This is an optimization exercise on Yosys and OpenROAD, whose aim is small area, a short achievable clock period and few clock cycles, not a production implementation.
Only simulation tests tie the RTL to the original design; equivalence was not proved.
No activity file was given, so power comes from the tool's default toggle rates.

==> flow/design.v, too long to show whole: its modules and the start of the top module <==
// module jtlvi_core: 1126 lines
// module jtlvi_mem: 104 lines
// module jtlvi_add17: 47 lines
module jtlvi_core (
  input             clk,
  input             rst,         
  input             bus_valid,
  input             bus_we,
  input      [7:0]  bus_addr,
  input      [31:0] bus_wdata,
  output reg        rsp_valid,
  output reg [31:0] rsp_rdata,
  output reg        rsp_err,
  output reg        irq
);
  // ...
==> flow/flow/run.sh <==
#!/bin/bash
set -euo pipefail
bash standard.sh SETUP_SLACK_MARGIN=9.0 ABC_CLOCK_PERIOD_IN_PS=4500 finish > standard_flow.log 2>&1
==> flow/standard.sh <==
#!/bin/bash
# synth_recipe.tcl (not shown) runs the flow's synth.tcl, then flattens the netlist and writes it again
# the make line also repeats each setting of config.mk as NAME=value (left out here)
make -C /OpenROAD-flow-scripts/flow DESIGN_CONFIG=/design/flow/config.mk WORK_HOME=/design/flow/orfs CLKGATE_MAP_FILE= SYNTH_SCRIPT=/design/flow/synth_recipe.tcl "${@:-finish}"
==> flow/config.mk <==
export PLATFORM = sky130hd
export DESIGN_NAME = jtlvi_core
export DESIGN_NICKNAME = jtlvi_core
export VERILOG_FILES = /design/flow/design.v
export SDC_FILE = /design/flow/constraint.sdc
export NUM_CORES = 8
export LEC_CHECK = 0
export CAP_MARGIN = 30
export CORE_MARGIN = 2
export CORE_UTILIZATION = 40
export PLACE_DENSITY = 0.6
export SLEW_MARGIN = 30
==> flow/constraint.sdc <==
create_clock -name core_clock -period 14.0 [get_ports {clk}]
set_input_delay 2.8000 -clock core_clock [delete_from_list [all_inputs] [get_ports {clk}]]
set_output_delay 2.8000 -clock core_clock [all_outputs]
set_load 0.01 [all_outputs]
==> results_dict.tcl, run 1 <==
set metrics [dict create \
    setup_viol 0 \
    outcome "timing/DRC/antenna clean" \
    max_stage_delay_ps 690 \
    synth_compound_area_share_pct 20.1 \
    dominant_cells "sequential cells" \
    chipWidth_um 670 \
    min_to "rknd[3]" \
    comb_power_share_pct 37.1 \
    critPathLaunch "rd[52]" \
    p_leak_nw 71.1 \
    die-area_sq_um 449000 \
    ctsResizeCount 212 \
    whs_ps 355 \
    final_util_pct 45.8 \
    reg2reg_setup_slack_ps 8830 \
    power.group.top "combinational logic" \
    start_util_pct 40.2 \
    dp_hpwl_um 609000 \
    seq_area_share_pct 45.9 \
    register_area_sq_um 92800 \
    numPortBuffers 78 \
    rows 244 \
    switching_share_pct 41.4 \
    synth_mux_area_share_pct 2.98 \
    antenna_found_initial 99 \
    drt-total-wl_um 873000 \
    critical_path_required_ps 14630 \
    syn_inst 16631 \
    grt_max_degree 134 \
    crit_path_end_kind "flop" \
    inverters 474 \
    htree_levels 5 \
    slew_violations 0 \
    drive_above_1_share_pct 12.7 \
    internal_power_mw 21.5 \
]
Testbench counts, summed over its fixed seeds: cycles 29,842.
==> inputs of run 2 (changes only) <==
--- a/flow/design.v
+++ b/flow/design.v
@@ -50,16 +50,20 @@
   reg        st_busy, st_done, st_busyacc, st_rangeacc;
   reg [31:0] cmd_r;
   reg [5:0]  errcode;
   reg [31:0] x0, x1, x2;
   reg        xv;            
   reg [15:0] acc;
   reg [31:0] mem_addr;
   reg [31:0] a0, a1, a2, a3, a4, a5, a6;
+  reg        rz;
+  wire [31:0] a0v = rz ? 32'd0 : a0, a1v = rz ? 32'd0 : a1, a2v = rz ? 32'd0 : a2,
+              a3v = rz ? 32'd0 : a3, a4v = rz ? 32'd0 : a4, a5v = rz ? 32'd0 : a5,
+              a6v = rz ? 32'd0 : a6;
   wire [7:0] opc = cmd_r[7:0];
   reg        op_cs, op_en, op_de;   
   wire       f0  = cmd_r[8];
   wire       f1  = cmd_r[9];
   wire       rsv_ok = (cmd_r[31:10] == 22'd0);
   function [15:0] cstep(input [15:0] a, input [7:0] b);
     cstep = {a[0], a[15:1]} + {8'd0, b};
   endfunction
@@ -149,25 +153,25 @@
     case (bus_addr[3:2])
       2'd0: rg2 = errz ? 32'd0 : x2;
       2'd1: rg2 = {16'd0, acc_eff};
       2'd2: rg2 = 32'd0;
       default: rg2 = mem_addr;
     endcase
     rg3 = 32'd0;
     case (bus_addr[3:2])
-      2'd0: rg4 = a0;
-      2'd1: rg4 = a1;
-      2'd2: rg4 = a2;
-      default: rg4 = a3;
+      2'd0: rg4 = a0v;
+      2'd1: rg4 = a1v;
+      2'd2: rg4 = a2v;
+      default: rg4 = a3v;
     endcase
     case (bus_addr[3:2])
-      2'd0: rg5 = a4;
-      2'd1: rg5 = a5;
-      2'd2: rg5 = a6;
+      2'd0: rg5 = a4v;
+      2'd1: rg5 = a5v;
+      2'd2: rg5 = a6v;
       default: rg5 = 32'd0;
     endcase
     case (bus_addr[3:2])
       2'd0: rg6 = xres ? x0 : 32'd0;
       2'd1: rg6 = xres ? x1 : 32'd0;
       2'd2: rg6 = xres ? x2 : 32'd0;
       default: rg6 = 32'd0;
     endcase
@@ -199,36 +203,36 @@
   endfunction
   function inb(input [31:0] b, input lz, input lle, input [8:0] l9);
     inb = lz || (le256(b) && lle && ({1'b0, b[8:0]} + {1'b0, l9} <= 10'd256));
   endfunction
   function ovl(input [8:0] b1, input lz1, input [8:0] l1, input [8:0] b2, input lz2, input [8:0] l2);
     ovl = !lz1 && !lz2 && ({1'b0, b1} < {1'b0, b2} + {1'b0, l2}) &&
           ({1'b0, b2} < {1'b0, b1} + {1'b0, l1});
   endfunction
-  wire a1z = (a1 == 32'd0), a3z = (a3 == 32'd0), a6z = (a6 == 32'd0);
-  wire a1t_le = (a1[31:5] == 27'd0) && (a1[4:0] <= 5'd21);
-  wire a3t_le = (a3[31:5] == 27'd0) && (a3[4:0] <= 5'd21);
-  wire [8:0] a1t = {a1[4:0], 3'b000} + {1'b0, a1[4:0], 2'b00};
-  wire [8:0] a3t = {a3[4:0], 3'b000} + {1'b0, a3[4:0], 2'b00};
+  wire a1z = (a1v == 32'd0), a3z = (a3v == 32'd0), a6z = (a6v == 32'd0);
+  wire a1t_le = (a1v[31:5] == 27'd0) && (a1v[4:0] <= 5'd21);
+  wire a3t_le = (a3v[31:5] == 27'd0) && (a3v[4:0] <= 5'd21);
+  wire [8:0] a1t = {a1v[4:0], 3'b000} + {1'b0, a1v[4:0], 2'b00};
+  wire [8:0] a3t = {a3v[4:0], 3'b000} + {1'b0, a3v[4:0], 2'b00};
   reg c_a0a1, c_a0t1, c_a2a3, c_a2t3, c_a5a6, c_oe1, c_oe2, c_od, c_lt4;
   reg [9:0] a23;            
   always @(posedge clk) begin
-    a23    <= {1'b0, a2[8:0]} + {1'b0, a3[8:0]};
-    c_a0a1 <= !inb(a0, a1z, le256(a1), a1[8:0]);
-    c_a0t1 <= !inb(a0, a1z, a1t_le, a1t);
-    c_a2a3 <= !inb(a2, a3z, le256(a3), a3[8:0]);
-    c_a2t3 <= !inb(a2, a3z, a3t_le, a3t);
-    c_a5a6 <= !inb(a5, a6z, le256(a6), a6[8:0]);
-    c_oe1  <= ovl(a0[8:0], a1z, a1t, a2[8:0], a3z, a3[8:0]);
-    c_oe2  <= ovl(a5[8:0], a6z, a6[8:0], a2[8:0], a3z, a3[8:0]);
-    c_od   <= ovl(a0[8:0], a1z, a1[8:0], a2[8:0], a3z, a3t);
-    c_lt4  <= (a1 < 32'd4);
+    a23    <= {1'b0, a2v[8:0]} + {1'b0, a3v[8:0]};
+    c_a0a1 <= !inb(a0v, a1z, le256(a1v), a1v[8:0]);
+    c_a0t1 <= !inb(a0v, a1z, a1t_le, a1t);
+    c_a2a3 <= !inb(a2v, a3z, le256(a3v), a3v[8:0]);
+    c_a2t3 <= !inb(a2v, a3z, a3t_le, a3t);
+    c_a5a6 <= !inb(a5v, a6z, le256(a6v), a6v[8:0]);
+    c_oe1  <= ovl(a0v[8:0], a1z, a1t, a2v[8:0], a3z, a3v[8:0]);
+    c_oe2  <= ovl(a5v[8:0], a6z, a6v[8:0], a2v[8:0], a3z, a3v[8:0]);
+    c_od   <= ovl(a0v[8:0], a1z, a1v[8:0], a2v[8:0], a3z, a3t);
+    c_lt4  <= (a1v < 32'd4);
   end
-  wire [31:0] tx = opc[0] ? a3 : a1;
+  wire [31:0] tx = opc[0] ? a3v : a1v;
   wire [32:0] t12s = {1'b0, tx[28:0], 3'b000} + {1'b0, tx[29:0], 2'b00};
   wire [31:0] t12 = ((tx[31:29] != 3'd0) || t12s[32]) ? 32'hFFFFFFFF : t12s[31:0];
   reg [15:0] ck;
   reg [8:0]  cnt;           
   reg        first;         
   reg [8:0]  off;           
   reg [8:0]  rem;           
   reg [8:0]  sbase;         
@@ -274,26 +278,24 @@
   wire [15:0] btag = wtl[31:16];
   reg [15:0] tc0, tc1, tc2, tc3, tc4, tc5, tc6, tc7;
   reg [2:0]  tr0, tr1, tr2, tr3, tr4, tr5, tr6, tr7;
   reg        tcm;           
   reg [2:0]  nq;            
   wire [15:0] ns_tag = wtl[15:0];   
   reg [7:0]  ns_d;
   reg [7:0]  bd;
-  wire [16:0] y1, y2, y3, y4, y5, y6, y7, y8s;
-  jtlvi_add17 u_y1 (.x({1'b0, ck}), .y({8'd0, cs_b1, 1'b0}), .s(y1));
-  jtlvi_add17 u_y2 (.x({1'b0, ck}), .y({6'd0, cs_p2}), .s(y2));
-  jtlvi_add17 u_y3 (.x({1'b0, ck}), .y({5'd0, cs_p3}), .s(y3));
-  jtlvi_add17 u_y4 (.x({1'b0, ck}), .y({4'd0, cs_p4}), .s(y4));
-  jtlvi_add17 u_y5 (.x({1'b0, ck}), .y({3'd0, cs_p5}), .s(y5));
-  jtlvi_add17 u_y6 (.x({1'b0, ck}), .y({2'd0, cs_p6}), .s(y6));
-  jtlvi_add17 u_y7 (.x({1'b0, ck}), .y({1'd0, cs_p7}), .s(y7));
-  jtlvi_add17 u_y8 (.x({1'b0, ck}), .y(cs_p8), .s(y8s));
-  wire [17:0] y8 = {cs_p8[16] & ~y8s[16], y8s};
+  wire [16:0] y1 = {1'b0, ck} + {8'd0, cs_b1, 1'b0};
+  wire [16:0] y2 = {1'b0, ck} + {6'd0, cs_p2};
+  wire [16:0] y3 = {1'b0, ck} + {5'd0, cs_p3};
+  wire [16:0] y4 = {1'b0, ck} + {4'd0, cs_p4};
+  wire [16:0] y5 = {1'b0, ck} + {3'd0, cs_p5};
+  wire [16:0] y6 = {1'b0, ck} + {2'd0, cs_p6};
+  wire [16:0] y7 = {1'b0, ck} + {1'd0, cs_p7};
+  wire [17:0] y8 = {2'b0, ck} + {1'b0, cs_p8};
   wire g1 = y1[1] ^ y1[16], g2 = y2[2] ^ y2[16], g3 = y3[3] ^ y3[16], g4 = y4[4] ^ y4[16];
   wire g5 = y5[5] ^ y5[16], g6 = y6[6] ^ y6[16];
   wire c1 = ck[0];
   wire k1 = c1;                         
   wire k2 = c1 & g1;
   wire k3 = c1 & g1 & g2;
   wire k4 = c1 & g1 & g2 & g3;
   wire k5 = c1 & g1 & g2 & g3 & g4;
@@ -377,22 +379,17 @@
       3'd0: hdr = wwin[63:32];
       3'd1: hdr = wwin[55:24];
       3'd2: hdr = wwin[47:16];
       3'd3: hdr = wwin[39:8];
       default: hdr = wwin[31:0];
     endcase
   wire        h_due = wk_act && (off <= sbase + 9'd4);
   wire        h_two = h_due && !d_end && !d_th && (off <= sbase) && (hdr[15:2] == 14'd0);
-  wire [8:0]  rem3  = rem - 9'd3;
-  wire [8:0]  off4  = off + 9'd4;
-  wire [16:0] hs, ho;
-  jtlvi_add17 u_hs (.x({8'd0, rem3}), .y({8'd0, ~hdr[8:0]}), .s(hs));
-  jtlvi_add17 u_ho (.x({8'd0, off4}), .y({8'd0, hdr[8:0]}), .s(ho));
-  wire        h_tv  = (hdr[15:9] != 7'd0) || !hs[9];
+  wire        h_tv  = ({7'd0, drem4} < hdr[15:0]);
   wire [31:0] wA = rd[63:32], wB = rd[31:0];
   wire        bval = (wrem >= 6'd2);
   wire [5:0]  tag_err_A = (wA[31:16] != 16'd0) ? E_TAG_RANGE :
                           (wA[15:0] == 16'hFFFF) ? E_TAG_RESERVED : 6'd0;
   wire [5:0]  tag_err_B = (wB[31:16] != 16'd0) ? E_TAG_RANGE :
                           (wB[15:0] == 16'hFFFF) ? E_TAG_RESERVED : 6'd0;
   wire [5:0]  len_err_A = (wA[31:16] != 16'd0) ? E_VALUE_LENGTH : 6'd0;
   wire [5:0]  len_err_B = (wB[31:16] != 16'd0) ? E_VALUE_LENGTH : 6'd0;
@@ -465,16 +462,21 @@
   always @(posedge clk) begin
     ie_n = ctrl_ie; done_n = st_done; state_n = state;
     pa_n = pa;
     pw1_n = pw1; pe = 1'b0; pe_a = 8'd0;
     xs0 = X_HOLD; xs1 = X_HOLD; xs2 = X_HOLD;
     kv0 = 3'd0; kv1 = 1'b0; sb = 1'b0; xe = 5'd0;
     st_d = 64'd0; st_n = 4'd0; st_wr = 1'b0; st_ck = 1'b0; st_ckw = 1'b0; st_a = wa;
     hw_w = 1'b0; hw_4 = 1'b0;
+      rz <= rst || srst;
+      if (rz) begin
+        a0 <= 32'd0; a1 <= 32'd0; a2 <= 32'd0; a3 <= 32'd0;
+        a4 <= 32'd0; a5 <= 32'd0; a6 <= 32'd0;
+      end
       if (pf_v) acc <= acc_fed;
       pf_v <= 1'b0;
       if (wr_ctrl) ie_n = bus_wdata[0];
       if (wr_status) begin
         if (bus_wdata[1]) done_n = 1'b0;
         if (bus_wdata[3]) st_busyacc  <= 1'b0;
         if (bus_wdata[4]) st_rangeacc <= 1'b0;
       end
@@ -484,17 +486,17 @@
           cmd_r   <= bus_wdata;
           op_cs   <= (bus_wdata[7:0] == 8'h01) && (bus_wdata[31:10] == 22'd0) && !bus_wdata[9];
           op_en   <= (bus_wdata[7:0] == 8'h02) && (bus_wdata[31:10] == 22'd0);
           op_de   <= (bus_wdata[7:0] == 8'h03) && (bus_wdata[31:8] == 24'd0);
           done_n  = 1'b0;
           errcode <= 6'd0;
           st_busy <= 1'b1;
           state_n = S_DISP;
-          setpa(a0[7:0]);
+          setpa(a0v[7:0]);
         end
         if (wr_acc)    acc <= bus_wdata[15:0];
         if (wr_ckfeed) begin pf_v <= 1'b1; pf_b <= bus_wdata[7:0]; end
         if (wr_memaddr) begin
           mem_addr <= bus_wdata;
           setpa(bus_wdata[7:0]);
         end
         if (wr_md8 || rd_md8) begin
@@ -602,18 +604,18 @@
             end else if (hdr[31:16] == 16'hFFFF) begin
               wk_act <= 1'b0; wk_ev <= W_END1;
             end else if (h_tv) begin
               wk_act <= 1'b0; wk_ev <= W_TV; wtl <= hdr;
             end else if (d_cap) begin
               wk_act <= 1'b0; wk_ev <= W_CAP;
             end else begin
               xs0 = X0_INC;
-              off <= ho[8:0];
-              rem <= hs[8:0];
+              off <= off + 9'd4 + hdr[8:0];
+              rem <= rem - 9'd4 - hdr[8:0];
             end
           end
           if (dstall) begin
             dstall <= 1'b0;
             sbase  <= sbase + 9'd8;
             prv    <= {tc2[7:0], tc3};
             if (dlast) begin
               setpe(a0[7:0] + 8'd4);
@@ -901,18 +903,16 @@
       st_busyacc  <= 1'b0;
       st_rangeacc <= 1'b0;
       cmd_r       <= 32'd0;
       errcode     <= 6'd0;
       xv          <= 1'b0;
       acc         <= 16'd0;
       pf_v        <= 1'b0;
       mem_addr    <= 32'd0;
-      a0 <= 32'd0; a1 <= 32'd0; a2 <= 32'd0; a3 <= 32'd0;
-      a4 <= 32'd0; a5 <= 32'd0; a6 <= 32'd0;
       state_n     = S_IDLE;
       setpa(8'd0);
     end
     ctrl_ie <= ie_n;
     st_done <= done_n;
     irq     <= ie_n & done_n;
     pa  <= pa_n;
     pw1 <= pe ? pe_a[7:3] + 5'd1 : pw1_n;
==> results_dict.tcl, run 2 <==
set metrics [dict create \
    dr.pass1.iters 15 \
    seq_area_frac_synth_pct 51.9 \
    dpl_cell_area_sq_um 189000 \
    numPortBuffers 78 \
    clock_latency_ps 1030 \
    detail-route-antenna-nets 0 \
    skew_ps 72.4 \
    track_usage_pct 38.1 \
    fmax_mhz 197 \
    yosys.area.top_type_share_pct 43.7 \
    crit_path_end_kind "flop" \
    startpoint_type "flop" \
    place_ws_ps 6590 \
    grt_overflow 0 \
    io_pins 79 \
    drt-total-wl_um 900000 \
    synthArstFlopShare_pct 0 \
    grt_pass1_vias 143855 \
    nets 17840 \
    tritoncts "done" \
    areaGrowthSynthToFinish_pct 14.4 \
    drive_above_1_share_pct 13.2 \
    setup_slack_ps 8920 \
    synth_top_cell_by_area "edfxtp_1" \
    synth_cell_types 111 \
    syn_inst 16887 \
    drt_iter0_drc 27849 \
    syn_area_sq_um 179000 \
    dp_hpwl_um 640000 \
    post-synth-top-count-cell "edfxtp_1" \
    rsz0062_at_grt "true" \
    die-area_sq_um 452000 \
    gp_congestion 1.06 \
    worst-setup-path-type "flop to flop" \
    power-per-cell-area_nw_per_um2 202 \
    max-cap-violations 0 \
    fillers 41405 \
    synthTopCellsByArea "edfxtp_1, dfxtp_1, ha_1" \
    cts_made_buffers 365 \
    fp.dieH_um 672 \
    drc 0 \
    fin_total_pwr_mw 41.3 \
    antenna_found_initial 117 \
    period_needed_ps 5080 \
    grt_max_degree 79 \
    grt_first_pass_wirelength_um 1210000 \
    p_leak_nw 71.7 \
    rows 245 \
    slew_headroom_pct 9.59 \
    path_clk_slew_ps 60 \
    reg2reg_setup_slack_ps 8920 \
    outcome "timing/DRC/antenna clean" \
    setup_tns_ps 0 \
    synthFlopType "edfxtp_1" \
    cts_sinks 3332 \
    chipWidth_um 672 \
    post_drt_wl_per_cell_um 38.7 \
    cts-root-buf "clkbuf_16" \
    clk_path_buf_depth 4 \
    synth_seq_cells 3332 \
    htree_levels 5 \
    setup_viol 0 \
    cp_max_fo 41 \
    slew_violations 0 \
    critical_path_required_ps 14870 \
    hold_viol 0 \
    fin_area_sq_um 204000 \
    cts_hold_buffers 0 \
    hp-class "flop to flop" \
    core-area_sq_um 445000 \
    worst_pin_slew_ps 1340 \
    synth-edff-count 2600 \
    start_util_pct 40.1 \
    drt-vias-per-instance 6.82 \
    min_period_over_period_pct 36.3 \
    vias 158563 \
    vdd_drop_max_mv 0.138 \
    ys_warn_count 2 \
    mostFrequentLayoutCells "edfxtp_1, nand2_1, o21ai_0, nor2_1, a21oi_1" \
    synth_commonest_cells "edfxtp_1, nand2_1, nor2_1" \
    whs_ps 336 \
    syn_area_per_cell_sq_um 10.6 \
    final_common_cell "edfxtp_1" \
    cp.arrival_ps 5940 \
]
## run 2: per-layer routing
metal / vias up / GRT usage, % / share of wire [%]
met1: 77761 / 47.4 / 36
met5: - / 0 / 0.035
met4: 46 / 29.3 / 9.3
li1: 64899 / - / -
met3: 3199 / 10.6 / 13
met2: 12658 / 56.1 / 42
## run 2: timing repair
item                                    in CTS  in global routing
setup buffers                               63                 72
cloned                                       8                 11
pin swaps                                   32                 51
endpoints found under the setup margin     768                384
gates resized for setup                    242                147
## run 2: final timing paths
| path | cells after the start | to | startpoint |
|---|---|---|---|
| setup / recovery | 14 | rsp_rdata[19] | pa[6] |
| hold / removal | 0 | cs_ck | ew_ck |
| setup reg to reg | 14 | rsp_rdata[19] | pa[6] |
| hold reg to reg | 0 | cs_ck | ew_ck |
## run 2: kinds of logic after synthesis
family                   count (synthesis)  synth area share (%)
buffers and inverters                 1693                  3.72
multiplexers                           493                  3.08
XOR/XNOR                               623                  3.07
AO/OA/AOI/OAI                         5417                  20.7
adder cells (fa/ha/maj)                830                  6.02
flip-flops                            3332                  51.9
AND/OR/NAND/NOR                       4498                  11.5
other                                    1               0.00210
## run 2: critical path, stage by stage (launching register included)
cell       delay, ps
dfxtp_4          590
buf_6            440
or3_1            340
nand2_8          300
buf_4            430
a32o_1           350
a2111oi_1        710
a22oi_1          230
buf_4            270
mux2i_1          160
o2bb2ai_1         90
nand2_1          120
a41oi_4          400
a221oi_1         410
nor2_1            60
## run 2: per-stage QoR
stage,instances,utilization [%]
CTS,23106,45.5
global route,23199,45.9
detailed placement,22372,42.5
finish,23265,45.9
global placement,22354,42.4
floorplan,16888,-
## run 2: final cells by class
type                       count  area [sq um]  share of cell area (%)
timing repair inverter         2          17.5                 0.00857
multi-input combinational  11866         82500                    40.4
antenna                       72           180                  0.0882
clock inverter               173          1490                   0.729
clock buffer                 490         10200                    4.97
inverter                     496          1910                   0.935
tap                         5928          7420                    3.63
sequential                  3332         92800                    45.4
timing repair buffer         906          7930                    3.88
## run 2: power by group
group | internal, mW | leakage (nW) | switching [mW] | total [mW]
registers | 12.5 | 29.7 | 1.41 | 14.0
clock network | 5.41 | 5.69 | 4.25 | 9.66
logic | 5.00 | 36.3 | 12.7 | 17.7
total | 23.0 | 71.7 | 18.3 | 41.3
Testbench counts of run 2, summed over its fixed seeds: cycles 29,842.

[afterwards: timing with drivers on the ports]
No port has a modelled driver above. Below, the same layouts with a new extraction and two added sets of constraints. Step 1 assumes that a clkbuf_16 drives the clock port and a buf_2 every other input. Step 2 times the ports against the registers' clock, not the clock port: input delays grow and output delays shrink by t, the midpoint of the rising clock arrivals with the driver on. Three values: ideal ports, drivers, drivers and shift; two values: the first two.
| run | shift t [ns] | setup WS [ns] | pins driven straight from the clock port |
|---|---|---|---|
| run 1 | 1.120 | 8.835 / 8.821 / 7.890 | 1 |
| run 2 | 1.102 | 8.923 / 8.873 / 7.826 | 1 |
After both steps setup and hold are still met in every run listed. The setup slack of run 2, which loses most, moves by -0.050 ns with the drivers and by -1.097 ns with both steps.
